Background: an optimization exercise with open tools, aiming at small area. Do not read the settings as production practice. The RTL was checked by simulation tests, not by an equivalence proof against the original design. Power figures rest on the tool's default switching activity, not on a simulated workload.

## build 58
// ps2_serial_core
module ps2_serial_core (
    input  wire        clk,
    input  wire        rst,           
    input  wire [1:0]  mode,          
    input  wire        two_stop,      
    input  wire        ps2_valid,
    input  wire        ps2_data,
    input  wire        bt_clk_en,
    input  wire        cmd_valid,
    input  wire [4:0]  cmd_op,
    input  wire [26:0] cmd_arg,
    output wire        cmd_ready,
    output reg         rsp_valid,
    output reg  [3:0]  rsp_code,
    output reg  [7:0]  rsp_data,
    output wire        txd,
    output reg  [15:0] rx_ovf,
    output reg  [15:0] tx_ovf
);
For scale: roughly 1600 cells after synthesis, about 430 flip-flops, roughly 88 I/O pins, about 19000 µm² of cells after synthesis.
clock: 10.0 ns
lec_check: 0
cap_margin: 20
core_margin: 2
core_utilization: 70
place_density: 0.8
slew_margin: 20
standard.sh (not shown) runs the stock make flow with config.mk's settings and CLKGATE_MAP_FILE= SYNTH_SCRIPT=/design/flow/synth_recipe.tcl, a recipe that flattens the netlist after the stock synthesis.
==> flow/flow/run.sh <==
#!/bin/bash
# Standard ORFS layout (the standard.sh, unchanged synthesis, floorplan,
# power grid and routing) with two layout choices changed:
#   - CTS: larger sink clusters, no dummy loads
#   - port buffers: the smallest buffer cell
# Each tool's full output stays in the ORFS logs folder (orfs/logs/...);
# make's own output goes to make_finish.log here.
set -uo pipefail
bash standard.sh \
  "CTS_ARGS=-sink_clustering_enable -repair_clock_nets -dont_use_dummy_load -buf_list sky130_fd_sc_hd__clkbuf_4 -sink_clustering_size 10 -sink_clustering_max_diameter 40" \
  "BUFFER_PORTS_ARGS=-buffer_cell sky130_fd_sc_hd__buf_1" \
  finish > make_finish.log 2>&1
Build 58 finished every step from synthesis to the final layout, and the layout passed the timing, DRC and antenna checks.
#### Input delta (build 51 over build 58)
Settings: PLACE_DENSITY changed from 0.8 to 0.7; CORE_UTILIZATION changed from 70 to 60.
diff --git a/flow/flow/run.sh b/flow/flow/run.sh
--- a/flow/flow/run.sh
+++ b/flow/flow/run.sh
@@ -9,3 +9,3 @@
 bash standard.sh \
-  "CTS_ARGS=-sink_clustering_enable -repair_clock_nets -dont_use_dummy_load -buf_list sky130_fd_sc_hd__clkbuf_4 -sink_clustering_size 10 -sink_clustering_max_diameter 40" \
+  "CTS_ARGS=-sink_clustering_enable -repair_clock_nets -dont_use_dummy_load -buf_list sky130_fd_sc_hd__clkbuf_8 -sink_clustering_size 20 -sink_clustering_max_diameter 60" \
   "BUFFER_PORTS_ARGS=-buffer_cell sky130_fd_sc_hd__buf_1" \
### Flow results
Build 58 completed end to end with timing, DRC and antenna clean. Build 51 has completed all stages; timing, DRC and antenna checks passed. Sequential cell count came out exactly the same in build 58 and build 51. Of build 58 and build 51, the run reporting the higher final critical-path share of the clock period was build 51. Proportion of power drawn by flip-flops and latches, build 58 and build 51: larger value in build 58. Build 51 reports its end point of the critical path as acc_wheel[2] while build 58 reports acc_wheel[4]. Placement row count of build 51 exceeds that of build 58 by a little under 10%. Lower part of the total power dissipated in combinational logic among build 58 and build 51: build 51. Re clock tree cell share of total cell area: build 58 and build 51 aren't equal, and the higher value belongs to build 51. Delta (build 51 minus build 58): post-route standard cell area excluding fillers shows an increase of about 0.75%; met3 wirelength from detailed routing shows a reduction of 810 µm.
Here is what was changed in the inputs of build 43 compared with build 51.
Settings: a change of CORE_UTILIZATION from 60 to 70; a change of PLACE_DENSITY from 0.7 to 0.8.
==> flow/flow/run.sh <==
#!/bin/bash
# Standard ORFS layout (the standard.sh, unchanged synthesis, floorplan,
# power grid and routing) with two layout choices changed:
#   - CTS: small clock buffers in sink clusters of up to 10, no dummy loads
#   - port buffers: the smallest buffer cell
# Each tool's full output stays in the ORFS logs folder (orfs/logs/...);
# make's own output goes to make_finish.log here.
set -uo pipefail
bash standard.sh \
  "CTS_ARGS=-sink_clustering_enable -repair_clock_nets -dont_use_dummy_load -buf_list sky130_fd_sc_hd__clkbuf_4 -sink_clustering_size 10 -sink_clustering_max_diameter 40" \
  "BUFFER_PORTS_ARGS=-buffer_cell sky130_fd_sc_hd__buf_1" \
  finish > make_finish.log 2>&1
[summary]
Vias: build 43 above build 51
Against build 51 as the reference, build 43 delivers a lower die area.
Of build 51 and build 43, the run reporting the higher headroom to the max-slew limit was build 51.
Diff build 51 and build 43: count of clock-buffer cells in the layout lower in build 51
Global-route track usage on met3 delta for build 43 relative to build 51: 2.3 points higher
Final cell count is lower on build 43
In build 43 the layout overhead on the synthesized area turned out 0.80 points lower than in build 51.
Build 51 has a higher clock period minus worst slack than build 43.
Build 43 vs build 51: global placement routability congestion up by a few percent
NOTE internal power contribution build 51->build 43 decreased by a few percent
Power: build 43 draws less than build 51

re-timing with driven ports:
The flow's constraints put no driver on any port. The routed layouts listed below were extracted and timed again, unchanged, in two steps.
Step 1, drivers: a clkbuf_16 drives clk and a buf_2 each remaining input, both assumed.
Step 2 also shifts input and output timing later by t, the mid clock arrival at the registers, as if the neighbouring blocks saw the same clock.
a / b / c = ideal ports / drivers / drivers and shift; a / b = the first two.
run | shift t [ns] | slack for setup (ns) | worst setup path at the end | slew at the worst register clock pin (ns) | cell pins on the clock port's net
build 58 | 0.748 | 0.647 / 0.640 / -0.109 | input to register | 0.11 / 0.11 | 1
build 51 | 0.590 | 0.578 / 0.568 / -0.021 | input to register | 0.11 / 0.11 | 1
build 43 | 0.748 | 0.647 / 0.640 / -0.109 | input to register | 0.11 / 0.11 | 1
Met with ideal ports but missed after step 2: setup timing in every run listed.
